Source: an optimization exercise on an open RTL-to-GDS flow (aim: small area and few clock cycles). Production flows keep margins and buffers that such runs may drop. Only simulation tests tie the RTL to the original design; equivalence was not proved. No activity file was given, so power comes from the tool's default toggle rates.

### flow/design.v
module framecodec (
    input             clk,
    input             rst,           
    input             bus_valid,
    input             bus_write,
    input             bus_size4,     
    input      [19:0] bus_addr,
    input      [31:0] bus_wdata,
    output reg [31:0] bus_rdata,
    output            rx_poll,
    input             rx_valid,      
    input      [7:0]  rx_data,
    output            irq
);
    localparam [2:0] S_IDLE     = 3'd0,
                     S_ENC_RUN  = 3'd1,
                     S_SEEK     = 3'd2,
                     S_LEN      = 3'd3,
                     S_LEN_ESC  = 3'd4,
                     S_BODY     = 3'd5,
                     S_BODY_ESC = 3'd6;
    localparam [2:0] K_OK = 3'd1, K_NODATA = 3'd2, K_FRAMING = 3'd3,
                     K_CHECKSUM = 3'd4, K_OVERSIZE = 3'd5, K_SEEKLIMIT = 3'd6;
    localparam [2:0] E_BUSY_CMD = 3'd1, E_RSVD_OP = 3'd2, E_ENC_SIZE = 3'd3,
                     E_BUSY_WRITE = 3'd4;
    reg [2:0]  est;
    reg        enc_done, dec_done, cmd_err;
    reg [2:0]  err_cause;
    reg [2:0]  int_en;
    reg [15:0] rx_polls;
    reg [15:0] seek_limit;
    reg [7:0]  enc_frame_id;
    reg [15:0] enc_addr16;
    reg [63:0] enc_a64;
    reg [15:0] enc_payload_size;
    reg [5:0]  e_o;          
    reg [2:0]  dec_kind;
    reg [4:0]  dec_len;      
    reg [7:0]  dec_ftype;
    reg [31:0] dec_discards;
    reg [4:0]  idx;          
    reg [4:0]  dlen;
    reg        dlen_hi;      
    reg [7:0]  sum;          
    reg [15:0] dwait;
    reg [7:0]  txp [0:15];
    reg [7:0]  txo [2:61];
    reg [7:0]  rxb [0:31];
    wire busy = (est != S_IDLE);
    wire        acc_wr   = bus_valid & bus_write;
    wire        in_regs  = (bus_addr[19:8] == 12'h000);
    wire        rxb_hit  = (bus_addr[19:16] == 4'h1) & (bus_addr[15:5] == 11'd0);
    wire        txp_win  = (bus_addr[19:16] == 4'h2);
    wire        txp_hit  = txp_win & (bus_addr[15:4] == 12'd0);
    wire        txo_hit  = (bus_addr[19:18] == 2'b01) & (bus_addr[17:6] == 12'd0);
    wire [5:0]  reg_sel  = bus_addr[7:2];
    wire        reg_wr   = acc_wr & in_regs;
    wire [31:0] status_val = {20'd0, 1'b0, err_cause, 1'b0, est, cmd_err, dec_done, enc_done, busy};
    reg [31:0] reg_rdata;
    always @(*) begin
        case (reg_sel)
            6'h01: reg_rdata = status_val;
            6'h02: reg_rdata = {29'd0, int_en};
            6'h03: reg_rdata = {16'd0, rx_polls};
            6'h04: reg_rdata = {16'd0, seek_limit};
            6'h05: reg_rdata = {24'd0, enc_frame_id};
            6'h06: reg_rdata = {16'd0, enc_addr16};
            6'h07: reg_rdata = enc_a64[31:0];
            6'h08: reg_rdata = enc_a64[63:32];
            6'h09: reg_rdata = {16'd0, enc_payload_size};
            6'h0A: reg_rdata = {26'd0, e_o};
            6'h0B: reg_rdata = {29'd0, dec_kind};
            6'h0C: reg_rdata = (dec_kind == K_OK)       ? {27'd0, dec_len} :
                               (dec_kind == K_FRAMING)  ? 32'hFFFF_FFFF :
                               (dec_kind == K_CHECKSUM) ? 32'hFFFF_FFFE :
                               (dec_kind == K_OVERSIZE) ? 32'hFFFF_FFFD : 32'd0;
            6'h0D: reg_rdata = (dec_kind == K_OK) ? {24'd0, dec_ftype} : 32'd0;
            6'h0E: reg_rdata = dec_discards;
            default: reg_rdata = 32'd0;
        endcase
    end
    reg [31:0] rxb_w, txp_w, txo_w;
    integer k;
    always @(*) begin
        rxb_w = 32'd0;
        txp_w = 32'd0;
        txo_w = 32'd0;
        for (k = 0; k < 4; k = k + 1) begin
            rxb_w[8*k +: 8] = rxb[{bus_addr[4:2], k[1:0]}];
            txp_w[8*k +: 8] = txp[{bus_addr[3:2], k[1:0]}];
        end
        case (bus_addr[5:2])
            4'd0:  txo_w = {txo[3],  txo[2],  8'h00, 8'h7E};
            4'd15: txo_w = {8'h00,   8'h00,   txo[61], txo[60]};
            default:
                for (k = 0; k < 4; k = k + 1)
                    txo_w[8*k +: 8] = txo[{bus_addr[5:2], k[1:0]}];
        endcase
    end
    wire [31:0] win_w = (rxb_hit ? rxb_w : 32'd0) |
                        (txp_hit ? txp_w : 32'd0) |
                        (txo_hit ? txo_w : 32'd0);
    reg  [7:0]  win_b;
    always @(*) begin
        case (bus_addr[1:0])
            2'd0: win_b = win_w[7:0];
            2'd1: win_b = win_w[15:8];
            2'd2: win_b = win_w[23:16];
            default: win_b = win_w[31:24];
        endcase
    end
    wire [31:0] rd_value = in_regs   ? reg_rdata :
                           bus_size4 ? win_w : {24'd0, win_b};
    always @(posedge clk)
        bus_rdata <= rd_value;
    wire [4:0]  n      = enc_payload_size[4:0];
    wire [7:0]  enc_L  = 8'd14 + {3'd0, n};
    wire [3:0]  c      = idx[3:0];
    wire        c_last = (c == {1'b0, n[4:2]} + 4'd4);
    reg  [31:0] cw;      
    always @(*) begin
        case (c)
            4'd0: cw = {enc_frame_id, 8'h10, enc_L, 8'h00};
            4'd1: cw = {enc_a64[39:32], enc_a64[47:40], enc_a64[55:48], enc_a64[63:56]};
            4'd2: cw = {enc_a64[7:0],   enc_a64[15:8],  enc_a64[23:16], enc_a64[31:24]};
            4'd3: cw = {16'h0000, enc_addr16[7:0], enc_addr16[15:8]};
            4'd4: cw = {txp[3],  txp[2],  txp[1],  txp[0]};
            4'd5: cw = {txp[7],  txp[6],  txp[5],  txp[4]};
            4'd6: cw = {txp[11], txp[10], txp[9],  txp[8]};
            default: cw = {txp[15], txp[14], txp[13], txp[12]};
        endcase
    end
    wire [7:0] b0 = cw[7:0], b1 = cw[15:8], b2 = cw[23:16], b3 = cw[31:24];
    wire [7:0] p1 = (c == 4'd0) ? 8'd0 : b0;
    wire [7:0] p2 = (c == 4'd0) ? 8'd0 : b0 + b1;
    wire [7:0] p3 = p2 + b2;
    wire [7:0] p4 = p3 + b3;
    wire [1:0] kc = n[1:0];                     
    wire [7:0] ck = ~(sum + ((kc == 2'd0) ? 8'd0 : (kc == 2'd1) ? p1 : (kc == 2'd2) ? p2 : p3));
    wire [7:0] f0 = (c_last && kc == 2'd0) ? ck : b0;
    wire [7:0] f1 = (c_last && kc == 2'd1) ? ck : b1;
    wire [7:0] f2 = (c_last && kc == 2'd2) ? ck : b2;
    wire [7:0] f3 = (c_last && kc == 2'd3) ? ck : b3;
    wire       v1 = ~c_last | (kc >= 2'd1);
    wire       v2 = ~c_last | (kc >= 2'd2);
    wire       v3 = ~c_last | (kc == 2'd3);
    function rsv(input [7:0] x);
        rsv = (x == 8'h7E) | (x == 8'h7D) | (x == 8'h11) | (x == 8'h13);
    endfunction
    wire e0 = rsv(f0);
    wire e1 = v1 & rsv(f1);
    wire e2 = v2 & rsv(f2);
    wire e3 = v3 & rsv(f3);
    wire [2:0] q1 = 3'd1 + {2'd0, e0};
    wire [2:0] q2 = q1 + 3'd1 + {2'd0, e1};
    wire [2:0] q3 = q2 + 3'd1 + {2'd0, e2};
    wire [3:0] cnt = 4'd1 + {3'd0, e0} + {3'd0, v1} + {3'd0, e1} + {3'd0, v2} + {3'd0, e2} +
                     {3'd0, v3} + {3'd0, e3};
    reg [7:0] sl [0:7];
    integer s;
    always @(*) begin
        for (s = 0; s < 8; s = s + 1) begin
            sl[s] = 8'h00;
            if (s == 0)                      sl[s] = e0 ? 8'h7D : f0;
            if (s == 1 && e0)                sl[s] = f0 ^ 8'h20;
            if (s >= 1 && s <= 2 && q1 == s) sl[s] = e1 ? 8'h7D : f1;
            if (s >= 2 && s <= 3 && e1 && q1 + 3'd1 == s) sl[s] = f1 ^ 8'h20;
            if (s >= 2 && s <= 4 && q2 == s) sl[s] = e2 ? 8'h7D : f2;
            if (s >= 3 && s <= 5 && e2 && q2 + 3'd1 == s) sl[s] = f2 ^ 8'h20;
            if (s >= 3 && s <= 6 && q3 == s) sl[s] = e3 ? 8'h7D : f3;
            if (s >= 4 && s <= 7 && e3 && {1'b0, q3} + 4'd1 == s) sl[s] = f3 ^ 8'h20;
        end
    end
    wire [2:0] ro = e_o[2:0];
    reg  [7:0] lane [0:7];
    reg  [7:0] lane_on;
    integer r;
    always @(*) begin
        for (r = 0; r < 8; r = r + 1) begin
            lane[r]    = sl[(r - ro) & 3'd7];
            lane_on[r] = ({1'b0, (r[2:0] - ro)} < cnt);
        end
    end
    wire [2:0] grp  = e_o[5:3];
    wire [2:0] grp1 = e_o[5:3] + 3'd1;
    wire       enc_step = (est == S_ENC_RUN);
    wire dec_reading = (est == S_SEEK) | (est == S_LEN) | (est == S_LEN_ESC) |
                       (est == S_BODY) | (est == S_BODY_ESC);
    assign rx_poll = dec_reading & ~rst;
    wire        rx_is_delim = (rx_data == 8'h7E);
    wire        rx_is_esc   = (rx_data == 8'h7D);
    wire [7:0]  v           = ((est == S_LEN_ESC) | (est == S_BODY_ESC)) ? (rx_data ^ 8'h20) : rx_data;
    wire [15:0] dwait_n     = dwait + 16'd1;
    wire [31:0] disc_n      = dec_discards + 32'd1;
    wire        body_store  = dec_reading & rx_valid & ((est == S_BODY) | (est == S_BODY_ESC)) &
                              ~rx_is_delim & ~((est == S_BODY) & rx_is_esc);
    assign irq = (enc_done & int_en[0]) | (dec_done & int_en[1]) | (cmd_err & int_en[2]);
    wire txp_wr = acc_wr & txp_hit & ~busy;
    integer i;
    always @(posedge clk) begin
        for (i = 0; i < 16; i = i + 1) begin
            if (txp_wr && (bus_size4 ? (bus_addr[3:2] == i[3:2]) : (bus_addr[3:0] == i[3:0])))
                txp[i] <= bus_size4 ? bus_wdata[8*i[1:0] +: 8] : bus_wdata[7:0];
        end
        for (i = 2; i < 62; i = i + 1) begin
            if (enc_step && lane_on[i % 8] && (((i % 8) >= ro) ? (grp == i / 8) : (grp1 == i / 8)))
                txo[i] <= lane[i % 8];
        end
        for (i = 0; i < 32; i = i + 1) begin
            if (body_store && idx == i[4:0])
                rxb[i] <= v;
        end
    end
    always @(posedge clk) begin
        if (rst) begin
            est              <= S_IDLE;
            enc_done         <= 1'b0;
            dec_done         <= 1'b0;
            cmd_err          <= 1'b0;
            err_cause        <= 3'd0;
            int_en           <= 3'd0;
            rx_polls         <= 16'd1;
            seek_limit       <= 16'd0;
            enc_frame_id     <= 8'd0;
            enc_addr16       <= 16'd0;
            enc_a64          <= 64'd0;
            enc_payload_size <= 16'd0;
            e_o              <= 6'd0;
            dec_kind         <= 3'd0;
            dec_len          <= 5'd0;
            dec_ftype        <= 8'd0;
            dec_discards     <= 32'd0;
        end else begin
            if (reg_wr) begin
                case (reg_sel)
                    6'h00: begin                                     
                        case (bus_wdata[1:0])
                            2'b00: ;                                 
                            2'b11: begin cmd_err <= 1'b1; err_cause <= E_RSVD_OP; end
                            default: begin
                                if (busy) begin
                                    cmd_err   <= 1'b1;
                                    err_cause <= E_BUSY_CMD;
                                end else if (bus_wdata[1:0] == 2'b01) begin
                                    if (enc_payload_size > 16'd16) begin
                                        cmd_err   <= 1'b1;
                                        err_cause <= E_ENC_SIZE;
                                        e_o       <= 6'd0;
                                    end else begin
                                        est <= S_ENC_RUN;
                                        e_o <= 6'd1;
                                        idx <= 5'd0;
                                        sum <= 8'd0;
                                    end
                                end else begin
                                    est          <= S_SEEK;
                                    dwait        <= 16'd0;
                                    dec_discards <= 32'd0;
                                end
                            end
                        endcase
                    end
                    6'h01: begin                                     
                        if (bus_wdata[1]) enc_done <= 1'b0;
                        if (bus_wdata[2]) dec_done <= 1'b0;
                        if (bus_wdata[3]) begin cmd_err <= 1'b0; err_cause <= 3'd0; end
                    end
                    6'h02: int_en <= bus_wdata[2:0];
                    6'h03, 6'h04, 6'h05, 6'h06, 6'h07, 6'h08, 6'h09: begin
                        if (busy) begin
                            cmd_err   <= 1'b1;
                            err_cause <= E_BUSY_WRITE;
                        end else begin
                            case (reg_sel)
                                6'h03: rx_polls         <= (bus_wdata[15:0] == 16'd0) ? 16'd1 : bus_wdata[15:0];
                                6'h04: seek_limit       <= bus_wdata[15:0];
                                6'h05: enc_frame_id     <= bus_wdata[7:0];
                                6'h06: enc_addr16       <= bus_wdata[15:0];
                                6'h07: enc_a64[31:0]    <= bus_wdata;
                                6'h08: enc_a64[63:32]   <= bus_wdata;
                                default: enc_payload_size <= bus_wdata[15:0];
                            endcase
                        end
                    end
                    default: ;                                       
                endcase
            end
            if (acc_wr & txp_hit & busy) begin
                cmd_err   <= 1'b1;
                err_cause <= E_BUSY_WRITE;
            end
            case (est)
                S_ENC_RUN: begin
                    idx <= idx + 5'd1;
                    sum <= sum + p4;
                    e_o <= e_o + {2'd0, cnt};
                    if (c_last) begin
                        enc_done <= 1'b1;
                        est      <= S_IDLE;
                    end
                end
                S_SEEK, S_LEN, S_LEN_ESC, S_BODY, S_BODY_ESC: begin
                    if (!rx_valid) begin
                        if (dwait_n == rx_polls) begin
                            dec_kind <= K_NODATA;
                            dec_done <= 1'b1;
                            est      <= S_IDLE;
                        end else begin
                            dwait <= dwait_n;
                        end
                    end else begin
                        dwait <= 16'd0;
                        case (est)
                            S_SEEK: begin
                                if (rx_is_delim) begin
                                    est <= S_LEN;
                                    idx <= 5'd0;
                                end else begin
                                    dec_discards <= disc_n;
                                    if (seek_limit != 16'd0 && disc_n[15:0] == seek_limit) begin
                                        dec_kind <= K_SEEKLIMIT;
                                        dec_done <= 1'b1;
                                        est      <= S_IDLE;
                                    end
                                end
                            end
                            S_LEN, S_LEN_ESC: begin
                                if (rx_is_delim) begin
                                    dec_kind <= K_FRAMING;
                                    dec_done <= 1'b1;
                                    est      <= S_IDLE;
                                end else if (est == S_LEN && rx_is_esc) begin
                                    est <= S_LEN_ESC;
                                end else begin
                                    if (idx[0] == 1'b0) begin
                                        dlen_hi <= (v != 8'd0);
                                        idx     <= 5'd1;
                                        est     <= S_LEN;
                                    end else begin
                                        dlen <= v[4:0];
                                        if (dlen_hi || v[7:5] != 3'd0) begin
                                            dec_kind <= K_OVERSIZE;
                                            dec_done <= 1'b1;
                                            est      <= S_IDLE;
                                        end else begin
                                            est <= S_BODY;
                                            idx <= 5'd0;
                                            sum <= 8'd0;
                                        end
                                    end
                                end
                            end
                            default: begin                           
                                if (rx_is_delim) begin
                                    dec_kind <= K_FRAMING;
                                    dec_done <= 1'b1;
                                    est      <= S_IDLE;
                                end else if (est == S_BODY && rx_is_esc) begin
                                    est <= S_BODY_ESC;
                                end else begin
                                    if (idx != dlen) begin
                                        sum <= sum + v;
                                        idx <= idx + 5'd1;
                                        est <= S_BODY;
                                    end else begin
                                        dec_done <= 1'b1;
                                        est      <= S_IDLE;
                                        if (v == ~sum) begin
                                            dec_kind  <= K_OK;
                                            dec_len   <= dlen;
                                            dec_ftype <= (idx == 5'd0) ? v : rxb[0];
                                        end else begin
                                            dec_kind  <= K_CHECKSUM;
                                        end
                                    end
                                end
                            end
                        endcase
                    end
                end
                default: ;
            endcase
        end
    end
endmodule
### flow/run.sh
#!/bin/bash
# synth_recipe.tcl (not shown) runs the flow's synth.tcl, then flattens the netlist and writes it again
# the make line also repeats each setting of config.mk as NAME=value (left out here)
make -C /OpenROAD-flow-scripts/flow DESIGN_CONFIG=/design/flow/config.mk WORK_HOME=/design/flow/orfs CLKGATE_MAP_FILE= SYNTH_SCRIPT=/design/flow/synth_recipe.tcl finish
### flow/config.mk
export PLATFORM = sky130hd
export DESIGN_NAME = framecodec
export DESIGN_NICKNAME = framecodec
export VERILOG_FILES = /design/flow/design.v
export SDC_FILE = /design/flow/constraint.sdc
export NUM_CORES = 4
export LEC_CHECK = 0
export CAP_MARGIN = 20
export CORE_MARGIN = 2
export CORE_UTILIZATION = 40
export SLEW_MARGIN = 20
### flow/constraint.sdc
create_clock -name core_clock -period 10.0 [get_ports {clk}]
set_input_delay 2.0000 -clock core_clock [delete_from_list [all_inputs] [get_ports {clk}]]
set_output_delay 2.0000 -clock core_clock [all_outputs]
set_load 0.01 [all_outputs]
==> summary.txt, run 1 <==
final RePlAce weighted congestion=1.044; transition time of the tightest slew-check pin=1225 ps; maximum vdd ir drop=0.0001444 V; vias in the first global route=around 46000; largest net degree at the start of global routing=96; boundary pin count=100; CORE AREA=143300 µm²; post-synthesis cell area=57700 µm²; data arrival time at the worst-slack endpoint=10240 ps; worst-case setup margin in the final layout=252.3 ps; cell internal power dissipation=8.064 mW; most instantiated library cell after synthesis=sky130_fd_sc_hd__edfxtp_1; initial cell density of the core=0.4026; antenna violation net count after detailed routing=0; Die Ht=383.8 µm; final hold violation count=0; total routed wirelength=254300 µm; number of antenna violations at the first check in global routing=9; critical path class=reg2reg; row count=139; switching power as a share of total power=0.2579; async set or reset register ratio after synthesis=0; setup repair after global routing missed its margin=yes; number of cells traversed by the worst register-to-register path=41; Pwr Total=10.87 mW; Layout area overhead=19.02%; final number of setup-violating endpoints=0; Worst EP required=10490 ps; register share of total power=0.470; maximum number of buffers from clock root to sink=3; count of non-filler cells in the finished layout=7710; post-detailed-route wirelength per cell=32.98 µm; area of the die=between 100000 and 150000 µm²; CP Capture Type=flop; final global-route overflow total=0; element type at the critical path start=flop; GR met3 Demand/Resource=0.09224; cell taking the most area after synthesis=sky130_fd_sc_hd__edfxtp_1; critical path's largest stage delay=540 ps; Initial DRT Pass Iterations=10; most repeated library cell on the critical path=sky130_fd_sc_hd__buf_4; Avg Cell Area, Syn=about 11 µm²; slowest cell on the critical path=sky130_fd_sc_hd__or4_4; LEAKAGE=23.53 nW; count of state elements after synthesis=~1100; top flip-flop cell by instance count after synthesis=sky130_fd_sc_hd__edfxtp_1; final slew viol count=0; TritonCTS buffer count=113; later-pin clock latency in the skew report=approximately 760 ps; logic gate share of total power=0.128; clk_skew=37.58 ps; clock tree from TritonCTS=yes; multi-input logic area=24950 µm²; DIE WIDTH=383.8 µm; Period Utilization, post-route=0.9748; worst hold path depth=2; part of the total power dissipated in the clock network=0.402; HP Class=reg2reg; cell area power density=158.2 nW/µm²; met2 track utilization from global routing=0.4996; clock transition time at the flip-flop clock pins of the worst setup and hold paths=60 ps; status=complete, no violations; biggest fanout along the worst timing path=8; number of fill cells in the layout=13030; detailed-route DRC error count=0; root buf cell=sky130_fd_sc_hd__clkbuf_16; dpl ws=-246.4 ps; maximum operating frequency=102.6 MHz; list of most frequent post-synthesis cells=sky130_fd_sc_hd__edfxtp_1, sky130_fd_sc_hd__nand2_1, sky130_fd_sc_hd__a21oi_1; Tmin final=~9700 ps; Most Crowded Layer GR=met2; top cells by area in the synthesized netlist=sky130_fd_sc_hd__edfxtp_1, sky130_fd_sc_hd__dfxtp_1, sky130_fd_sc_hd__nand2_1; fraction of final layout cells with drive strength greater than 1=0.1814; # Max-Cap Violations=0; post-DP HPWL=between 150000 and 200000 µm; Yosys warning total=22; wire length of the first global-routing pass=353800 µm; share of the synthesized area in the top cell type=0.4679; synthesized netlist net count=5499; vias post-DR=50210; Sw Pwr=about 2.8 mW; Starting DRT DRC Count=8432; number of flops mapped to enable cells by yosys=899; detailed-route vias per instance=6.512; global router's overall resource usage=0.3355; clk sink count=1133; FF+latch area=~32000 µm²; count of buffers from port buffering=between 90 and 100; placed cells=7472; number of distinct standard cells referenced by the synthesized netlist=115; met1 capacity usage during global routing=0.4557; total number of nets in the final design=5884; H-tree level count=3; Max-slew headroom=0.1764; share of the yosys chip area belonging to registers=0.5491; cells after synthesis=5326
repair_timing:
item | 4_1_cts | 5_1_grt
cloned | 0 | 0
pin swaps | 3 | 51
setup buffers | 1 | 26
setup endpoints to repair | 355 | 964
gates resized for setup | 15 | 100
hold buffers | 0 | 0
kinds of logic (layout without fill, tap and decap cells):
family	Yosys count	after routing	synth area share
simple gates	1624	1624	0.1259
compound gates	1612	1612	0.1930
flops	1133	1133	0.5491
buf+inv	480	958	0.03316
mux	245	245	0.05365
xor+xnor	123	123	0.01941
fa+ha+maj	109	109	0.02576
other cells	0	3	0
layout make-up:
type,count,share of cell area
Clock inverter,70,0.01111
Multi-Input combinational cell,3713,0.3633
Clock buffer,138,0.04320
Antenna cell,3,0.0001093
Tap cell,1903,0.03467
Inverter,104,0.005685
Timing Repair Buffer,646,0.08057
Sequential cell,1133,0.4614
per-stage QoR:
step / utilization / setup TNS (ps) / cell area (µm²) / hold slack, ps
5_1_grt: 0.4791 / -8598 / 68660 / 493.4
4_1_cts: 0.4742 / 0 / 67960 / 475.2
2_1_floorplan: - / 0 / 57920 / 431.7
3_5_place_dp: 0.4476 / -18820 / 64150 / 466.3
6_report: 0.4792 / 0 / 68670 / 479.3
3_3_place_gp: 0.4476 / -2310 / 64150 / 461.3
path summary, 6_finish.rpt:
path | end | start | slack, ps
min reg2reg | enc_payload_size[6] | enc_payload_size[6] | 480
max | txo[32][2] | idx[0] | 250
max reg2reg | txo[32][2] | idx[0] | 250
min | enc_payload_size[6] | enc_payload_size[6] | 480
cells in the final DEF, fill, tap and decap left out, types with 60 or more instances in the layout:
master	count
sky130_fd_sc_hd__edfxtp_1	899
sky130_fd_sc_hd__nand2_1	685
sky130_fd_sc_hd__buf_4	505
sky130_fd_sc_hd__a21oi_1	434
sky130_fd_sc_hd__nor2_1	401
sky130_fd_sc_hd__o21ai_0	248
sky130_fd_sc_hd__dfxtp_1	232
sky130_fd_sc_hd__a22oi_1	172
sky130_fd_sc_hd__mux2i_1	133
sky130_fd_sc_hd__a221oi_1	120
sky130_fd_sc_hd__clkbuf_16	114
sky130_fd_sc_hd__inv_1	88
sky130_fd_sc_hd__clkdlybuf4s50_1	87
sky130_fd_sc_hd__nand3_1	84
sky130_fd_sc_hd__nor3_1	80
sky130_fd_sc_hd__ha_1	78
sky130_fd_sc_hd__xnor2_1	71
sky130_fd_sc_hd__o22ai_1	67
sky130_fd_sc_hd__a22o_1	66
sky130_fd_sc_hd__mux2_2	60
state kept, by name (all words and copies together) (netlist names), 8 cells and up:
name and flops:
txo 480, rxb 256, txp 128, enc_a64 64, bus_rdata 32, dec_discards 32, dwait 16, enc_addr16 16
enc_payload_size 16, rx_polls 16, seek_limit 16, dec_ftype 8, enc_frame_id 8, sum 8
per-layer routing:
metal | up-vias | part of all wire
met5 | - | 0.00013
met4 | 6 | 0.052
met3 | 624 | 0.13
met2 | 3715 | 0.43
met1 | 24730 | 0.39
li1 | 21140 | -
worst max-delay path: cells and delay by family, from the launching register on:
family                     cells  cell delay (ps)
adders and majority gates     10             3590
AOI/OAI and AO/OA             11             2290
buffers and inverters         11             1460
and+or+nand+nor                7             1300
DFF                            1              450
muxes                          1              270
xor gates and xnor gates       1              110
power groups by stage:
stage / Clock [mW] / Combinational, mW / Sequential [mW]
floorplan: 0 / 0.667 / 5.21
global placement: 0 / 1.31 / 5.21
detailed placement: 0 / 1.31 / 5.21
CTS: 4.37 / 1.32 / 5.11
global route: 4.55 / 1.46 / 5.11
finish: 4.37 / 1.39 / 5.11
Testbench counts, summed over its fixed seeds: cycles 11,653.
==> run 2: changes to the inputs <==
--- a/flow/design.v
+++ b/flow/design.v
@@ -44,7 +44,8 @@
     reg [7:0]  sum;          
     reg [15:0] dwait;
     reg [7:0]  txp [0:15];
-    reg [7:0]  txo [2:61];
+    reg [7:0]  txo [4:61];
+    reg [4:0]  txo_l;        
     reg [7:0]  rxb [0:31];
     wire busy = (est != S_IDLE);
     wire        acc_wr   = bus_valid & bus_write;
@@ -56,50 +57,48 @@
     wire [5:0]  reg_sel  = bus_addr[7:2];
     wire        reg_wr   = acc_wr & in_regs;
     wire [31:0] status_val = {20'd0, 1'b0, err_cause, 1'b0, est, cmd_err, dec_done, enc_done, busy};
-    reg [31:0] reg_rdata;
-    always @(*) begin
-        case (reg_sel)
-            6'h01: reg_rdata = status_val;
-            6'h02: reg_rdata = {29'd0, int_en};
-            6'h03: reg_rdata = {16'd0, rx_polls};
-            6'h04: reg_rdata = {16'd0, seek_limit};
-            6'h05: reg_rdata = {24'd0, enc_frame_id};
-            6'h06: reg_rdata = {16'd0, enc_addr16};
-            6'h07: reg_rdata = enc_a64[31:0];
-            6'h08: reg_rdata = enc_a64[63:32];
-            6'h09: reg_rdata = {16'd0, enc_payload_size};
-            6'h0A: reg_rdata = {26'd0, e_o};
-            6'h0B: reg_rdata = {29'd0, dec_kind};
-            6'h0C: reg_rdata = (dec_kind == K_OK)       ? {27'd0, dec_len} :
-                               (dec_kind == K_FRAMING)  ? 32'hFFFF_FFFF :
-                               (dec_kind == K_CHECKSUM) ? 32'hFFFF_FFFE :
-                               (dec_kind == K_OVERSIZE) ? 32'hFFFF_FFFD : 32'd0;
-            6'h0D: reg_rdata = (dec_kind == K_OK) ? {24'd0, dec_ftype} : 32'd0;
-            6'h0E: reg_rdata = dec_discards;
-            default: reg_rdata = 32'd0;
-        endcase
-    end
-    reg [31:0] rxb_w, txp_w, txo_w;
-    integer k;
-    always @(*) begin
-        rxb_w = 32'd0;
-        txp_w = 32'd0;
-        txo_w = 32'd0;
-        for (k = 0; k < 4; k = k + 1) begin
-            rxb_w[8*k +: 8] = rxb[{bus_addr[4:2], k[1:0]}];
-            txp_w[8*k +: 8] = txp[{bus_addr[3:2], k[1:0]}];
-        end
-        case (bus_addr[5:2])
-            4'd0:  txo_w = {txo[3],  txo[2],  8'h00, 8'h7E};
-            4'd15: txo_w = {8'h00,   8'h00,   txo[61], txo[60]};
-            default:
-                for (k = 0; k < 4; k = k + 1)
-                    txo_w[8*k +: 8] = txo[{bus_addr[5:2], k[1:0]}];
-        endcase
+    wire [15:0] sel_reg = {16{in_regs}} & (16'd1 << reg_sel[3:0]) & {16{reg_sel[5:4] == 2'b00}};
+    wire [31:0] dec_len_val = (dec_kind == K_OK)       ? {27'd0, dec_len} :
+                              (dec_kind == K_FRAMING)  ? 32'hFFFF_FFFF :
+                              (dec_kind == K_CHECKSUM) ? 32'hFFFF_FFFE :
+                              (dec_kind == K_OVERSIZE) ? 32'hFFFF_FFFD : 32'd0;
+    wire [31:0] reg_rdata =
+        ({32{sel_reg[1]}}  & status_val) |
+        ({32{sel_reg[2]}}  & {29'd0, int_en}) |
+        ({32{sel_reg[3]}}  & {16'd0, rx_polls}) |
+        ({32{sel_reg[4]}}  & {16'd0, seek_limit}) |
+        ({32{sel_reg[5]}}  & {24'd0, enc_frame_id}) |
+        ({32{sel_reg[6]}}  & {16'd0, enc_addr16}) |
+        ({32{sel_reg[7]}}  & enc_a64[31:0]) |
+        ({32{sel_reg[8]}}  & enc_a64[63:32]) |
+        ({32{sel_reg[9]}}  & {16'd0, enc_payload_size}) |
+        ({32{sel_reg[10]}} & {26'd0, e_o}) |
+        ({32{sel_reg[11]}} & {29'd0, dec_kind}) |
+        ({32{sel_reg[12]}} & dec_len_val) |
+        ({32{sel_reg[13]}} & ((dec_kind == K_OK) ? {24'd0, dec_ftype} : 32'd0)) |
+        ({32{sel_reg[14]}} & dec_discards);
+    wire       txo_lesc = (txo_l == 5'h11) | (txo_l == 5'h13);
+    wire [7:0] txo_b2   = txo_lesc ? 8'h7D : {3'b000, txo_l};
+    wire [7:0] txo_b3   = txo_lesc ? {3'b001, txo_l} : 8'h10;
+    wire [7:0]  sel_rxb = {8{rxb_hit}} & (8'd1 << bus_addr[4:2]);
+    wire [3:0]  sel_txp = {4{txp_hit}} & (4'd1 << bus_addr[3:2]);
+    wire [15:0] sel_txo = {16{txo_hit}} & (16'd1 << bus_addr[5:2]);
+    reg  [31:0] win_w;
+    integer k, w;
+    always @(*) begin
+        win_w = 32'd0;
+        for (w = 0; w < 8; w = w + 1)
+            for (k = 0; k < 4; k = k + 1)
+                win_w[8*k +: 8] = win_w[8*k +: 8] | ({8{sel_rxb[w]}} & rxb[4*w + k]);
+        for (w = 0; w < 4; w = w + 1)
+            for (k = 0; k < 4; k = k + 1)
+                win_w[8*k +: 8] = win_w[8*k +: 8] | ({8{sel_txp[w]}} & txp[4*w + k]);
+        for (w = 1; w < 15; w = w + 1)
+            for (k = 0; k < 4; k = k + 1)
+                win_w[8*k +: 8] = win_w[8*k +: 8] | ({8{sel_txo[w]}} & txo[4*w + k]);
+        win_w = win_w | ({32{sel_txo[0]}} & {txo_b3, txo_b2, 8'h00, 8'h7E})
+                      | ({32{sel_txo[15]}} & {16'h0000, txo[61], txo[60]});
     end
-    wire [31:0] win_w = (rxb_hit ? rxb_w : 32'd0) |
-                        (txp_hit ? txp_w : 32'd0) |
-                        (txo_hit ? txo_w : 32'd0);
     reg  [7:0]  win_b;
     always @(*) begin
         case (bus_addr[1:0])
@@ -109,8 +108,7 @@
             default: win_b = win_w[31:24];
         endcase
     end
-    wire [31:0] rd_value = in_regs   ? reg_rdata :
-                           bus_size4 ? win_w : {24'd0, win_b};
+    wire [31:0] rd_value = reg_rdata | (bus_size4 ? win_w : {24'd0, win_b});
     always @(posedge clk)
         bus_rdata <= rd_value;
     wire [4:0]  n      = enc_payload_size[4:0];
@@ -131,19 +129,20 @@
         endcase
     end
     wire [7:0] b0 = cw[7:0], b1 = cw[15:8], b2 = cw[23:16], b3 = cw[31:24];
-    wire [7:0] p1 = (c == 4'd0) ? 8'd0 : b0;
-    wire [7:0] p2 = (c == 4'd0) ? 8'd0 : b0 + b1;
-    wire [7:0] p3 = p2 + b2;
-    wire [7:0] p4 = p3 + b3;
-    wire [1:0] kc = n[1:0];                     
-    wire [7:0] ck = ~(sum + ((kc == 2'd0) ? 8'd0 : (kc == 2'd1) ? p1 : (kc == 2'd2) ? p2 : p3));
+    wire [1:0] kc = n[1:0];
+    wire       v1 = ~c_last | (kc >= 2'd1);
+    wire       v2 = ~c_last | (kc >= 2'd2);
+    wire       v3 = ~c_last | (kc == 2'd3);
+    wire [7:0] m0 = (c != 4'd0 && v1) ? b0 : 8'd0;
+    wire [7:0] m1 = (c != 4'd0 && v2) ? b1 : 8'd0;
+    wire [7:0] m2 = v3 ? b2 : 8'd0;
+    wire [7:0] m3 = ~c_last ? b3 : 8'd0;
+    wire [7:0] tsum = sum + ((m0 + m1) + (m2 + m3));
+    wire [7:0] ck = ~tsum;
     wire [7:0] f0 = (c_last && kc == 2'd0) ? ck : b0;
     wire [7:0] f1 = (c_last && kc == 2'd1) ? ck : b1;
     wire [7:0] f2 = (c_last && kc == 2'd2) ? ck : b2;
     wire [7:0] f3 = (c_last && kc == 2'd3) ? ck : b3;
-    wire       v1 = ~c_last | (kc >= 2'd1);
-    wire       v2 = ~c_last | (kc >= 2'd2);
-    wire       v3 = ~c_last | (kc == 2'd3);
     function rsv(input [7:0] x);
         rsv = (x == 8'h7E) | (x == 8'h7D) | (x == 8'h11) | (x == 8'h13);
     endfunction
@@ -151,33 +150,30 @@
     wire e1 = v1 & rsv(f1);
     wire e2 = v2 & rsv(f2);
     wire e3 = v3 & rsv(f3);
-    wire [2:0] q1 = 3'd1 + {2'd0, e0};
-    wire [2:0] q2 = q1 + 3'd1 + {2'd0, e1};
-    wire [2:0] q3 = q2 + 3'd1 + {2'd0, e2};
     wire [3:0] cnt = 4'd1 + {3'd0, e0} + {3'd0, v1} + {3'd0, e1} + {3'd0, v2} + {3'd0, e2} +
                      {3'd0, v3} + {3'd0, e3};
-    reg [7:0] sl [0:7];
-    integer s;
-    always @(*) begin
-        for (s = 0; s < 8; s = s + 1) begin
-            sl[s] = 8'h00;
-            if (s == 0)                      sl[s] = e0 ? 8'h7D : f0;
-            if (s == 1 && e0)                sl[s] = f0 ^ 8'h20;
-            if (s >= 1 && s <= 2 && q1 == s) sl[s] = e1 ? 8'h7D : f1;
-            if (s >= 2 && s <= 3 && e1 && q1 + 3'd1 == s) sl[s] = f1 ^ 8'h20;
-            if (s >= 2 && s <= 4 && q2 == s) sl[s] = e2 ? 8'h7D : f2;
-            if (s >= 3 && s <= 5 && e2 && q2 + 3'd1 == s) sl[s] = f2 ^ 8'h20;
-            if (s >= 3 && s <= 6 && q3 == s) sl[s] = e3 ? 8'h7D : f3;
-            if (s >= 4 && s <= 7 && e3 && {1'b0, q3} + 4'd1 == s) sl[s] = f3 ^ 8'h20;
-        end
-    end
     wire [2:0] ro = e_o[2:0];
+    wire [2:0] a0 = ro;
+    wire [2:0] a1 = a0 + 3'd1 + {2'd0, e0};
+    wire [2:0] a2 = a1 + 3'd1 + {2'd0, e1};
+    wire [2:0] a3 = a2 + 3'd1 + {2'd0, e2};
     reg  [7:0] lane [0:7];
     reg  [7:0] lane_on;
+    reg  [7:0] lx;
+    reg        l_esc1, l_esc2;
     integer r;
     always @(*) begin
         for (r = 0; r < 8; r = r + 1) begin
-            lane[r]    = sl[(r - ro) & 3'd7];
+            lx = 8'd0; l_esc1 = 1'b0; l_esc2 = 1'b0;
+            if (a0 == r[2:0] || (e0 && a0 + 3'd1 == r[2:0])) lx = lx | f0;
+            if (a1 == r[2:0] || (e1 && a1 + 3'd1 == r[2:0])) lx = lx | f1;
+            if (a2 == r[2:0] || (e2 && a2 + 3'd1 == r[2:0])) lx = lx | f2;
+            if (a3 == r[2:0] || (e3 && a3 + 3'd1 == r[2:0])) lx = lx | f3;
+            l_esc1 = (e0 && a0 == r[2:0]) || (e1 && a1 == r[2:0]) ||
+                     (e2 && a2 == r[2:0]) || (e3 && a3 == r[2:0]);
+            l_esc2 = (e0 && a0 + 3'd1 == r[2:0]) || (e1 && a1 + 3'd1 == r[2:0]) ||
+                     (e2 && a2 + 3'd1 == r[2:0]) || (e3 && a3 + 3'd1 == r[2:0]);
+            lane[r]    = l_esc1 ? 8'h7D : (lx ^ {2'b00, l_esc2, 5'b00000});
             lane_on[r] = ({1'b0, (r[2:0] - ro)} < cnt);
         end
     end
@@ -202,7 +198,9 @@
             if (txp_wr && (bus_size4 ? (bus_addr[3:2] == i[3:2]) : (bus_addr[3:0] == i[3:0])))
                 txp[i] <= bus_size4 ? bus_wdata[8*i[1:0] +: 8] : bus_wdata[7:0];
         end
-        for (i = 2; i < 62; i = i + 1) begin
+        if (enc_step && c == 4'd0)
+            txo_l <= enc_L[4:0];
+        for (i = 4; i < 62; i = i + 1) begin
             if (enc_step && lane_on[i % 8] && (((i % 8) >= ro) ? (grp == i / 8) : (grp1 == i / 8)))
                 txo[i] <= lane[i % 8];
         end
@@ -292,7 +290,7 @@
             case (est)
                 S_ENC_RUN: begin
                     idx <= idx + 5'd1;
-                    sum <= sum + p4;
+                    sum <= tsum;
                     e_o <= e_o + {2'd0, cnt};
                     if (c_last) begin
                         enc_done <= 1'b1;
==> summary.txt, run 2 <==
status=complete, no violations; CP Capture Type=flop; element type at the critical path start=flop; Yosys warning total=5; dpl ws=-98.67 ps; GR met3 Demand/Resource=0.1080; row count=~130; met2 track utilization from global routing=0.5315; clk_skew=44.40 ps; final number of setup-violating endpoints=0; number of antenna violations at the first check in global routing=11; maximum vdd ir drop=roughly 0.00016 V; total routed wirelength=260100 µm; detailed-route vias per instance=6.784; H-tree level count=3; critical path class=reg2reg; biggest fanout along the worst timing path=18; cells after synthesis=4659; most repeated library cell on the critical path=sky130_fd_sc_hd__fa_1; count of non-filler cells in the finished layout=6862; LEAKAGE=21.71 nW; # Max-Cap Violations=0; worst hold path depth=2; TritonCTS buffer count=114; register-to-register setup slack=roughly 250 ps; clock tree from TritonCTS=yes; Starting DRT DRC Count=9047; vias in the first global route=42760; final slew viol count=0; slowest cell on the critical path=sky130_fd_sc_hd__nor2_1; top cells by area in the synthesized netlist=sky130_fd_sc_hd__edfxtp_1, sky130_fd_sc_hd__dfxtp_1, sky130_fd_sc_hd__nand2_1; share of the synthesized area in the top cell type=0.5006; leading cell type in the layout, fill and taps excluded=sky130_fd_sc_hd__edfxtp_1; Reg with most FFs=txo; list of most frequent post-synthesis cells=sky130_fd_sc_hd__edfxtp_1, sky130_fd_sc_hd__nand2_1, sky130_fd_sc_hd__nor2_1; end of the worst hold path=enc_a64[32]; final RePlAce weighted congestion=1.070; worst flop-to-flop path endpoint=txo[38][4]; setup repair after global routing missed its margin=yes; CORE AREA=131800 µm²; number of hold buffers added after CTS=0; DIE WIDTH=368.9 µm; post-DP HPWL=195000 µm; wire length of the first global-routing pass=around 350000 µm; Die Ht=roughly 370 µm; max reg flops=464; most instantiated library cell after synthesis=sky130_fd_sc_hd__edfxtp_1; boundary pin count=100; critical path's largest stage delay=~630 ps; count of state elements after synthesis=1122; cell taking the most area after synthesis=sky130_fd_sc_hd__edfxtp_1; root buf cell=sky130_fd_sc_hd__clkbuf_16; placed cells=6640; final global-route overflow total=0; global router's overall resource usage=0.3728; maximum operating frequency=102.5 MHz; Max-slew headroom=0.1423; vias post-DR=46550; Avg Cell Area, Syn=11.43 µm²; transition time of the tightest slew-check pin=1254 ps; number of cells traversed by the worst register-to-register path=32; data arrival time at the worst-slack endpoint=10140 ps; registers with the highest flip-flop counts=txo x464, rxb x256, txp x128; largest net degree at the start of global routing=88; Worst EP required=10390 ps; maximum number of buffers from clock root to sink=3; number of flops mapped to enable cells by yosys=888; cell area power density=roughly 170 nW/µm²; number of distinct standard cells referenced by the synthesized netlist=102; worst hold path startpoint=enc_a64[32]; count of buffers from port buffering=99; most frequent cells in the layout=sky130_fd_sc_hd__edfxtp_1, sky130_fd_sc_hd__nand2_1, sky130_fd_sc_hd__buf_4; Most Crowded Layer GR=met2; Setup TNS=0 ps; Initial DRT Pass Iterations=9; area of the die=136100 µm²; Layout area overhead=18.20%; fraction of final layout cells with drive strength greater than 1=0.1527; Pwr Total=10.94 mW; Period Utilization, post-route=0.9752; final hold violation count=0; Tmin final=9752 ps; synthesized netlist net count=4829; top flip-flop cell by instance count after synthesis=sky130_fd_sc_hd__edfxtp_1; launch point of the worst reg-to-reg path=idx[0]; clock transition time at the flip-flop clock pins of the worst setup and hold paths=60 ps; HP Class=reg2reg; detailed-route DRC error count=0; worst-case setup margin in the final layout=248.4 ps; post-detailed-route wirelength per cell=~38 µm; post-synthesis cell area=53260 µm²; async set or reset register ratio after synthesis=0; share of the yosys chip area belonging to registers=0.5886; core occupancy in the finished layout=0.4777; total number of nets in the final design=5175; clk sink count=1122; met1 capacity usage during global routing=0.4930; antenna violation net count after detailed routing=0; initial cell density of the core=0.4041; later-pin clock latency in the skew report=between 700 and 800 ps
## run 2: report_power, final
part,switching [mW],total [mW],internal (mW),leakage [nW]
Clock,1.97,4.47,2.51,1.88
Combinational,0.892,1.39,0.493,9.87
Sequential,0.0116,5.08,5.07,9.96
## run 2: per-layer routing
layer / up-vias / wire length, µm
li1: 18780 / -
met1: 23020 / 95970
met2: 3943 / 107400
met3: 809 / 35880
met4: 6 / 20800
met5: - / 46
## run 2: worst max path at each step
| stage | endpoint | cells past startpoint | slack, ps | startpoint |
|---|---|---|---|---|
| 2_1_floorplan | txo[10][5] | 45 | 240 | idx[0] |
| 3_3_place_gp | txo[10][4] | 31 | 60 | idx[1] |
| 3_5_place_dp | txo[10][6] | 35 | -100 | idx[0] |
| 4_1_cts | txo[50][0] | 36 | 20 | idx[0] |
| 5_1_grt | txo[38][7] | 37 | -150 | idx[0] |
| 6_report | txo[38][4] | 32 | 250 | idx[0] |
## run 2: timing repair
item                                    in CTS  in global routing
cloned                                       0                  0
pin swaps                                    0                  4
endpoints found under the setup margin      32                592
buffers inserted                             0                  4
resized for setup                            4                 41
## run 2: critical path, delay by kind of cell, from the launching register on
family | cells | cell delay [ps]
AND/OR/NAND/NOR | 7 | 2070
flip-flops | 1 | 450
AO/OA/AOI/OAI | 7 | 1600
buffers and inverters | 7 | 1000
adder cells (fa/ha/maj) | 11 | 4210
## run 2: area by class of cell
class	instances	area, µm²
Multi-Input combinational cell	3146	20850
Antenna cell	5	12.51
Tap cell	1755	2196
Sequential cell	1122	31350
Clock buffer	147	3123
Clock inverter	66	768.2
Inverter	92	345.3
Timing Repair Buffer	529	4315
Fill cell	11970	68840
## run 2: metrics by stage
| stage | hold WS (ps) | instance area, µm² |
|---|---|---|
| after detailed placement | 463.1 | 58800 |
| final | 477.1 | 62960 |
| after floorplan | 440.6 | 53260 |
| after global routing | 479.7 | 62950 |
| after global placement | 456.8 | 58760 |
| after CTS | 473.0 | 62710 |
## run 2: kinds of logic after synthesis
kind of cell	Yosys count	synth area share
and+or+nand+nor	1543	0.1347
buffers and inverters	391	0.02929
muxes	139	0.02694
AOI/OAI and AO/OA	1247	0.1738
DFF	1122	0.5886
xor gates and xnor gates	111	0.01825
adders and majority gates	106	0.02847
Testbench counts of run 2, summed over its fixed seeds: cycles 11,653.
==> run 3: changes to the inputs <==
--- a/flow/design.v
+++ b/flow/design.v
@@ -39,6 +39,8 @@
     reg [7:0]  dec_ftype;
     reg [31:0] dec_discards;
     reg [4:0]  idx;          
+    reg [7:0]  chk;          
+    reg        c_last;       
     reg [4:0]  dlen;
     reg        dlen_hi;      
     reg [7:0]  sum;          
@@ -113,73 +115,96 @@
         bus_rdata <= rd_value;
     wire [4:0]  n      = enc_payload_size[4:0];
     wire [7:0]  enc_L  = 8'd14 + {3'd0, n};
-    wire [3:0]  c      = idx[3:0];
-    wire        c_last = (c == {1'b0, n[4:2]} + 4'd4);
-    reg  [31:0] cw;      
-    always @(*) begin
-        case (c)
-            4'd0: cw = {enc_frame_id, 8'h10, enc_L, 8'h00};
-            4'd1: cw = {enc_a64[39:32], enc_a64[47:40], enc_a64[55:48], enc_a64[63:56]};
-            4'd2: cw = {enc_a64[7:0],   enc_a64[15:8],  enc_a64[23:16], enc_a64[31:24]};
-            4'd3: cw = {16'h0000, enc_addr16[7:0], enc_addr16[15:8]};
-            4'd4: cw = {txp[3],  txp[2],  txp[1],  txp[0]};
-            4'd5: cw = {txp[7],  txp[6],  txp[5],  txp[4]};
-            4'd6: cw = {txp[11], txp[10], txp[9],  txp[8]};
-            default: cw = {txp[15], txp[14], txp[13], txp[12]};
-        endcase
-    end
+    wire        enc_start = reg_wr & (reg_sel == 6'h00) & (bus_wdata[1:0] == 2'b01) & ~busy &
+                            (enc_payload_size <= 16'd16);
+    wire        l_esc     = (n == 5'd3) | (n == 5'd5);
+    wire        fid_esc   = (enc_frame_id == 8'h7E) | (enc_frame_id == 8'h7D) |
+                            (enc_frame_id == 8'h11) | (enc_frame_id == 8'h13);
+    wire [7:0]  fid_w1    = fid_esc ? 8'h7D : enc_frame_id;
+    wire [7:0]  fid_w2    = enc_frame_id ^ 8'h20;
+    wire [7:0]  st4       = l_esc ? 8'h10 : fid_w1;
+    wire [7:0]  st5       = l_esc ? fid_w1 : fid_w2;
+    wire [7:0]  st6       = fid_w2;
+    wire        enc_step  = (est == S_ENC_RUN);
+    wire [5:0]  st_o      = 6'd5 + {5'd0, l_esc} + {5'd0, fid_esc};
+    wire [7:0]  sum_in    = enc_step ? sum : 8'h10 + enc_frame_id;
+    wire [5:0]  eo_cur    = enc_step ? e_o : st_o;
+    wire [31:0] cw =
+        ({32{chk[0]}} & {enc_a64[39:32], enc_a64[47:40], enc_a64[55:48], enc_a64[63:56]}) |
+        ({32{chk[1]}} & {enc_a64[7:0],   enc_a64[15:8],  enc_a64[23:16], enc_a64[31:24]}) |
+        ({32{chk[2]}} & {16'h0000, enc_addr16[7:0], enc_addr16[15:8]}) |
+        ({32{chk[3]}} & {txp[3],  txp[2],  txp[1],  txp[0]}) |
+        ({32{chk[4]}} & {txp[7],  txp[6],  txp[5],  txp[4]}) |
+        ({32{chk[5]}} & {txp[11], txp[10], txp[9],  txp[8]}) |
+        ({32{chk[6]}} & {txp[15], txp[14], txp[13], txp[12]});
     wire [7:0] b0 = cw[7:0], b1 = cw[15:8], b2 = cw[23:16], b3 = cw[31:24];
     wire [1:0] kc = n[1:0];
-    wire       v1 = ~c_last | (kc >= 2'd1);
-    wire       v2 = ~c_last | (kc >= 2'd2);
+    wire       v1 = ~c_last | (kc != 2'd0);
+    wire       v2 = ~c_last | kc[1];
     wire       v3 = ~c_last | (kc == 2'd3);
-    wire [7:0] m0 = (c != 4'd0 && v1) ? b0 : 8'd0;
-    wire [7:0] m1 = (c != 4'd0 && v2) ? b1 : 8'd0;
+    wire       ck0 = c_last & (kc == 2'd0);
+    wire       ck1 = c_last & (kc == 2'd1);
+    wire       ck2 = c_last & (kc == 2'd2);
+    wire       ck3 = c_last & (kc == 2'd3);
+    wire [7:0] m0 = v1 ? b0 : 8'd0;
+    wire [7:0] m1 = v2 ? b1 : 8'd0;
     wire [7:0] m2 = v3 ? b2 : 8'd0;
     wire [7:0] m3 = ~c_last ? b3 : 8'd0;
-    wire [7:0] tsum = sum + ((m0 + m1) + (m2 + m3));
-    wire [7:0] ck = ~tsum;
-    wire [7:0] f0 = (c_last && kc == 2'd0) ? ck : b0;
-    wire [7:0] f1 = (c_last && kc == 2'd1) ? ck : b1;
-    wire [7:0] f2 = (c_last && kc == 2'd2) ? ck : b2;
-    wire [7:0] f3 = (c_last && kc == 2'd3) ? ck : b3;
+    wire [7:0] x1  = sum_in ^ m0 ^ m1;
+    wire [7:0] y1  = (sum_in & m0) | (sum_in & m1) | (m0 & m1);
+    wire [7:0] c1  = {y1[6:0], 1'b0};
+    wire [7:0] x2  = x1 ^ c1 ^ m2;
+    wire [7:0] y2  = (x1 & c1) | (x1 & m2) | (c1 & m2);
+    wire [7:0] pre = x2 + {y2[6:0], 1'b0};
+    wire [7:0] ck  = ~pre;
+    wire [7:0] tsum = pre + m3;
+    wire [7:0] f0 = ck0 ? ck : b0;
+    wire [7:0] f1 = ck1 ? ck : b1;
+    wire [7:0] f2 = ck2 ? ck : b2;
+    wire [7:0] f3 = ck3 ? ck : b3;
     function rsv(input [7:0] x);
         rsv = (x == 8'h7E) | (x == 8'h7D) | (x == 8'h11) | (x == 8'h13);
     endfunction
-    wire e0 = rsv(f0);
-    wire e1 = v1 & rsv(f1);
-    wire e2 = v2 & rsv(f2);
-    wire e3 = v3 & rsv(f3);
-    wire [3:0] cnt = 4'd1 + {3'd0, e0} + {3'd0, v1} + {3'd0, e1} + {3'd0, v2} + {3'd0, e2} +
-                     {3'd0, v3} + {3'd0, e3};
-    wire [2:0] ro = e_o[2:0];
+    wire d0 = ~ck0 & rsv(b0);
+    wire d1 = v1 & ~ck1 & rsv(b1);
+    wire d2 = v2 & ~ck2 & rsv(b2);
+    wire d3 = v3 & ~ck3 & rsv(b3);
+    wire eck = c_last & rsv(ck);
+    wire e0 = d0 | (ck0 & eck);
+    wire e1 = d1 | (ck1 & eck);
+    wire e2 = d2 | (ck2 & eck);
+    wire e3 = d3 | (ck3 & eck);
+    wire [3:0] cnt_d = 4'd1 + {3'd0, d0} + {3'd0, v1} + {3'd0, d1} + {3'd0, v2} + {3'd0, d2} +
+                       {3'd0, v3} + {3'd0, d3};
+    wire [5:0] eo_d  = eo_cur + {2'd0, cnt_d};
+    wire [5:0] eo_d1 = eo_d + 6'd1;
+    wire [2:0] ro = eo_cur[2:0];
     wire [2:0] a0 = ro;
-    wire [2:0] a1 = a0 + 3'd1 + {2'd0, e0};
-    wire [2:0] a2 = a1 + 3'd1 + {2'd0, e1};
-    wire [2:0] a3 = a2 + 3'd1 + {2'd0, e2};
+    wire [2:0] a1 = a0 + 3'd1 + {2'd0, d0};
+    wire [2:0] a2 = a1 + 3'd1 + {2'd0, d1};
+    wire [2:0] a3 = a2 + 3'd1 + {2'd0, d2};
     reg  [7:0] lane [0:7];
     reg  [7:0] lane_on;
     reg  [7:0] lx;
-    reg        l_esc1, l_esc2;
+    reg        o0, o1, o2, o3, l_esc1, l_esc2;
     integer r;
     always @(*) begin
         for (r = 0; r < 8; r = r + 1) begin
-            lx = 8'd0; l_esc1 = 1'b0; l_esc2 = 1'b0;
-            if (a0 == r[2:0] || (e0 && a0 + 3'd1 == r[2:0])) lx = lx | f0;
-            if (a1 == r[2:0] || (e1 && a1 + 3'd1 == r[2:0])) lx = lx | f1;
-            if (a2 == r[2:0] || (e2 && a2 + 3'd1 == r[2:0])) lx = lx | f2;
-            if (a3 == r[2:0] || (e3 && a3 + 3'd1 == r[2:0])) lx = lx | f3;
-            l_esc1 = (e0 && a0 == r[2:0]) || (e1 && a1 == r[2:0]) ||
-                     (e2 && a2 == r[2:0]) || (e3 && a3 == r[2:0]);
-            l_esc2 = (e0 && a0 + 3'd1 == r[2:0]) || (e1 && a1 + 3'd1 == r[2:0]) ||
-                     (e2 && a2 + 3'd1 == r[2:0]) || (e3 && a3 + 3'd1 == r[2:0]);
+            o0 = (a0 == r[2:0]) | (e0 & (a0 + 3'd1 == r[2:0]));
+            o1 = v1 & ((a1 == r[2:0]) | (e1 & (a1 + 3'd1 == r[2:0])));
+            o2 = v2 & ((a2 == r[2:0]) | (e2 & (a2 + 3'd1 == r[2:0])));
+            o3 = v3 & ((a3 == r[2:0]) | (e3 & (a3 + 3'd1 == r[2:0])));
+            lx = ({8{o0}} & f0) | ({8{o1}} & f1) | ({8{o2}} & f2) | ({8{o3}} & f3);
+            l_esc1 = (e0 & (a0 == r[2:0])) | (e1 & (a1 == r[2:0])) |
+                     (e2 & (a2 == r[2:0])) | (e3 & (a3 == r[2:0]));
+            l_esc2 = (e0 & (a0 + 3'd1 == r[2:0])) | (e1 & (a1 + 3'd1 == r[2:0])) |
+                     (e2 & (a2 + 3'd1 == r[2:0])) | (e3 & (a3 + 3'd1 == r[2:0]));
             lane[r]    = l_esc1 ? 8'h7D : (lx ^ {2'b00, l_esc2, 5'b00000});
-            lane_on[r] = ({1'b0, (r[2:0] - ro)} < cnt);
+            lane_on[r] = o0 | o1 | o2 | o3;
         end
     end
-    wire [2:0] grp  = e_o[5:3];
-    wire [2:0] grp1 = e_o[5:3] + 3'd1;
-    wire       enc_step = (est == S_ENC_RUN);
+    wire [2:0] grp  = eo_cur[5:3];
+    wire [2:0] grp1 = eo_cur[5:3] + 3'd1;
     wire dec_reading = (est == S_SEEK) | (est == S_LEN) | (est == S_LEN_ESC) |
                        (est == S_BODY) | (est == S_BODY_ESC);
     assign rx_poll = dec_reading & ~rst;
@@ -198,10 +223,14 @@
             if (txp_wr && (bus_size4 ? (bus_addr[3:2] == i[3:2]) : (bus_addr[3:0] == i[3:0])))
                 txp[i] <= bus_size4 ? bus_wdata[8*i[1:0] +: 8] : bus_wdata[7:0];
         end
-        if (enc_step && c == 4'd0)
-            txo_l <= enc_L[4:0];
+        if (enc_start) begin
+            txo_l  <= enc_L[4:0];
+            txo[4] <= st4;
+            if (l_esc | fid_esc) txo[5] <= st5;
+            if (l_esc & fid_esc) txo[6] <= st6;
+        end
         for (i = 4; i < 62; i = i + 1) begin
-            if (enc_step && lane_on[i % 8] && (((i % 8) >= ro) ? (grp == i / 8) : (grp1 == i / 8)))
+            if ((enc_step | enc_start) && lane_on[i % 8] && (((i % 8) >= ro) ? (grp == i / 8) : (grp1 == i / 8)))
                 txo[i] <= lane[i % 8];
         end
         for (i = 0; i < 32; i = i + 1) begin
@@ -211,6 +240,8 @@
     end
     always @(posedge clk) begin
         if (rst) begin
+            c_last           <= 1'b0;
+            chk              <= 8'd1;
             est              <= S_IDLE;
             enc_done         <= 1'b0;
             dec_done         <= 1'b0;
@@ -246,9 +277,10 @@
                                         e_o       <= 6'd0;
                                     end else begin
                                         est <= S_ENC_RUN;
-                                        e_o <= 6'd1;
-                                        idx <= 5'd0;
-                                        sum <= 8'd0;
+                                        e_o <= eo_d;
+                                        chk <= 8'd2;
+                                        c_last <= 1'b0;
+                                        sum <= tsum;
                                     end
                                 end else begin
                                     est          <= S_SEEK;
@@ -289,9 +321,10 @@
             end
             case (est)
                 S_ENC_RUN: begin
-                    idx <= idx + 5'd1;
+                    chk <= c_last ? 8'd1 : {chk[6:0], 1'b0};
                     sum <= tsum;
-                    e_o <= e_o + {2'd0, cnt};
+                    c_last <= chk[n[4:2] + 3'd2];
+                    e_o <= eck ? eo_d1 : eo_d;
                     if (c_last) begin
                         enc_done <= 1'b1;
                         est      <= S_IDLE;
--- a/flow/config.mk
+++ b/flow/config.mk
@@ -7,5 +7,7 @@
 export LEC_CHECK = 0
 export CAP_MARGIN = 20
 export CORE_MARGIN = 2
-export CORE_UTILIZATION = 40
+export CORE_UTILIZATION = 55
+export CTS_CLUSTER_DIAMETER = 100
+export CTS_CLUSTER_SIZE = 26
 export SLEW_MARGIN = 20
==> summary.txt, run 3 <==
status=complete, no violations; number of fill cells in the layout=7832; number of flops mapped to enable cells by yosys=roughly 890; top cells by area in the synthesized netlist=sky130_fd_sc_hd__edfxtp_1, sky130_fd_sc_hd__dfxtp_1, sky130_fd_sc_hd__a22oi_1; top flip-flop cell by instance count after synthesis=sky130_fd_sc_hd__edfxtp_1; worst-case setup margin in the final layout=around 1500 ps; number of antenna violations at the first check in global routing=31; Initial DRT Pass Iterations=12; registers with the highest flip-flop counts=txo x464, rxb x256, txp x128; count of buffers from port buffering=99; Layout area overhead=8.632%; TritonCTS buffer count=50; final slew viol count=0; LEAKAGE=20.38 nW; number of hold buffers added after CTS=0; Worst EP required=~10000 ps; most repeated library cell on the critical path=sky130_fd_sc_hd__ha_1; FF+latch area=31530 µm²; CORE AREA=96710 µm²; Setup crit start=enc_frame_id[4]; most instantiated library cell after synthesis=sky130_fd_sc_hd__edfxtp_1; most frequent cells in the layout=sky130_fd_sc_hd__edfxtp_1, sky130_fd_sc_hd__nand2_1, sky130_fd_sc_hd__a22oi_1; multi-input logic area=20890 µm²; clk_skew=62.03 ps; DIE WIDTH=316.5 µm; cells after synthesis=4800; initial cell density of the core=0.5555; list of most frequent post-synthesis cells=sky130_fd_sc_hd__edfxtp_1, sky130_fd_sc_hd__nand2_1, sky130_fd_sc_hd__nor2_1; share of the yosys chip area belonging to registers=0.5869; final hold violation count=0; number of distinct standard cells referenced by the synthesized netlist=95; total number of nets in the final design=5001; critical path class=reg2reg; Reg with most FFs=txo; fraction of final layout cells with drive strength greater than 1=0.08558; Starting DRT DRC Count=10130; dpl ws=1942 ps; vias post-DR=47290; critical path's largest stage delay=about 880 ps; total routed wirelength=257300 µm; Period Utilization, post-route=0.8482; post-synthesis cell area=approximately 54000 µm²; post-DP HPWL=189600 µm; worst hold path startpoint=chk[7]; Max-slew headroom=0.1126; final global-route overflow total=0; Avg Cell Area, Syn=11.19 µm²; post-detailed-route wirelength per cell=41.78 µm; root buf cell=sky130_fd_sc_hd__clkbuf_16; max reg flops=between 400 and 500; maximum operating frequency=117.9 MHz; cell area power density=132.4 nW/µm²; detailed-route vias per instance=around 7.7; number of buffers inserted to repair setup after CTS=0; clock transition time at the flip-flop clock pins of the worst setup and hold paths=~110 ps; Yosys warning total=5; cell family contributing the most delay on the critical path=adder cells; maximum number of buffers from clock root to sink=3; cell taking the most area after synthesis=sky130_fd_sc_hd__edfxtp_1; global router's overall resource usage=0.5031; slowest cell on the critical path=sky130_fd_sc_hd__a222oi_1; clk sink count=about 1100; synthesized netlist net count=between 4000 and 5000; setup repair after global routing missed its margin=no; async set or reset register ratio after synthesis=0; area of the die=~100000 µm²; H-tree level count=2; detailed-route DRC error count=0; number of cells upsized or downsized after cts=0; data arrival time at the worst-slack endpoint=8830 ps; Setup TNS=0 ps; leading cell type in the layout, fill and taps excluded=sky130_fd_sc_hd__edfxtp_1; vias in the first global route=42410; core occupancy in the finished layout=0.6034; # Max-Cap Violations=0; maximum vdd ir drop=~0.00021 V; wire length of the first global-routing pass=344200 µm; row count=around 110; count of state elements after synthesis=~1100; final number of setup-violating endpoints=0; clock tree from TritonCTS=yes; boundary pin count=100; share of the synthesized area in the top cell type=0.4964; largest net degree at the start of global routing=82; element type at the critical path start=flop; transition time of the tightest slew-check pin=roughly 1300 ps; Die Ht=approximately 320 µm; HP Class=reg2reg; Cell Chain, Critical Path=ha_1 -> nand4_1 -> nor3b_1 -> a21oi_1 -> nor2_1 -> inv_1 -> ha_1 -> nand2_1 -> o21ai_0 -> inv_1 -> ha_1 -> ha_1 -> xor2_1 -> ha_1 -> buf_4 -> xor2_1 -> ha_1 -> xor2_1 -> inv_1 -> ha_1 -> a222oi_1 -> o21ai_1 -> a221oi_1 -> nand2_1; later-pin clock latency in the skew report=730 ps; antenna violation net count after detailed routing=0; Tmin final=8482 ps; biggest fanout along the worst timing path=13; launch point of the worst reg-to-reg path=enc_frame_id[4]; final RePlAce weighted congestion=1.163; number of buffer and inverter instances along the worst setup path=4; CP Capture Type=flop
run 3: cell count changes after synthesis, sizes merged, moves of 35 or more:
| cell | previous run | this run |
|---|---|---|
| nand2 | 569 | 634 |
| a22oi | 262 | 354 |
| and3 | 78 | 37 |
| a21oi | 275 | 330 |
| nand4 | 66 | 101 |
| a221o | 52 | 11 |
| mux2i | 107 | 53 |
run 3: stage by stage:
| step | power, mW | instances | hold slack (ps) | area [µm²] |
|---|---|---|---|---|
| 6_report | 7.727 | 6159 | 473.3 | 58360 |
| 2_1_floorplan | 5.235 | 4800 | 428.7 | 53720 |
| 5_1_grt | 7.850 | 6140 | 485.2 | 58310 |
| 3_3_place_gp | 5.368 | 6059 | 442.3 | 56830 |
| 3_5_place_dp | 5.372 | 6062 | 454.1 | 56860 |
| 4_1_cts | 7.679 | 6136 | 468.3 | 58270 |
run 3: area by class of cell:
cell class	instances	share of cell area
diodes	22	0.0009434
clock buffers	66	0.02283
clock inverters	8	0.001479
inverters	91	0.005853
multi-input cells	3259	0.3579
flip-flops and latches	1131	0.5403
well taps	1276	0.02736
repair buffers	306	0.04333
run 3: cell families (layout without fill, tap and decap cells):
family          count (synthesis)  after routing  share of synthesized area
buf+inv                       410            471                    0.03051
flops                        1131           1131                     0.5869
compound gates               1329           1329                     0.1800
fa+ha+maj                      96             96                    0.02515
xor+xnor                      104            104                    0.01763
mux                            91             91                    0.01826
simple gates                 1639           1639                     0.1415
other cells                     0             22                          0
run 3: worst reg2reg max path, stage by stage, from the launching register on:
cell and delay [ps]:
sky130_fd_sc_hd__dfxtp_1 780, sky130_fd_sc_hd__ha_1 300, sky130_fd_sc_hd__nand4_1 130, sky130_fd_sc_hd__nor3b_1 310, sky130_fd_sc_hd__a21oi_1 70, sky130_fd_sc_hd__nor2_1 310
sky130_fd_sc_hd__inv_1 180, sky130_fd_sc_hd__ha_1 230, sky130_fd_sc_hd__nand2_1 50, sky130_fd_sc_hd__o21ai_0 240, sky130_fd_sc_hd__inv_1 230, sky130_fd_sc_hd__ha_1 180
sky130_fd_sc_hd__ha_1 480, sky130_fd_sc_hd__xor2_1 420, sky130_fd_sc_hd__ha_1 310, sky130_fd_sc_hd__buf_4 200, sky130_fd_sc_hd__xor2_1 440, sky130_fd_sc_hd__ha_1 390
sky130_fd_sc_hd__xor2_1 270, sky130_fd_sc_hd__inv_1 190, sky130_fd_sc_hd__ha_1 410, sky130_fd_sc_hd__a222oi_1 880, sky130_fd_sc_hd__o21ai_1 460, sky130_fd_sc_hd__a221oi_1 350
sky130_fd_sc_hd__nand2_1 280
run 3: worst paths after layout:
| path | depth (start not counted) | slack [ps] | end |
|---|---|---|---|
| worst max-delay path | 24 | 1520 | txo[43][4] |
| worst min-delay path | 2 | 470 | chk[7] |
| worst max register to register | 24 | 1520 | txo[43][4] |
| worst min register to register | 2 | 470 | chk[7] |
run 3: metal layers:
layer / vias up / track usage / wire (µm)
li1: 18630 / - / -
met1: 22880 / 0.6401 / 88190
met2: 4752 / 0.6920 / 102300
met3: 1006 / 0.2347 / 45070
met4: 24 / 0.3100 / 21020
met5: - / 0.01894 / 682
run 3: power breakdown:
part           total [mW]  internal (mW)  leakage (nW)  switching [mW]
combinational       0.242         0.0620          8.58           0.180
sequential           5.04           5.03          11.1         0.00955
clock                2.44          0.976         0.693            1.47
total                7.73           6.07          20.4            1.66
Testbench counts of run 3, summed over its fixed seeds: cycles 11,333.

## separate check: timing with driven ports
How much do the figures lean on ideal ports? The routed layouts below were timed once more, with nothing changed but the port constraints.
Step 1 assumes that a clkbuf_16 drives the clock port and a buf_2 every other input.
Step 2 also shifts input and output timing later by t, the mid clock arrival at the registers, as if the neighbouring blocks saw the same clock.
Three values: ideal ports, drivers, drivers and shift; two values: the first two.
run | t, ns | setup WS [ns] | worst hold slack (ns) | worst setup path at the end | latest minus earliest clock arrival (ns)
run 1 | 0.812 | 0.252 / 0.252 / 0.252 | 0.479 / 0.479 / 0.479 | register to register | 0.038 / 0.037
run 2 | 0.847 | 0.248 / 0.248 / 0.248 | 0.477 / 0.477 / 0.477 | register to register | 0.044 / 0.045
run 3 | 0.774 | 1.518 / 1.518 / 1.518 | 0.473 / 0.473 / 0.473 | register to register | 0.062 / 0.062
After both steps every run listed still meets setup and hold.
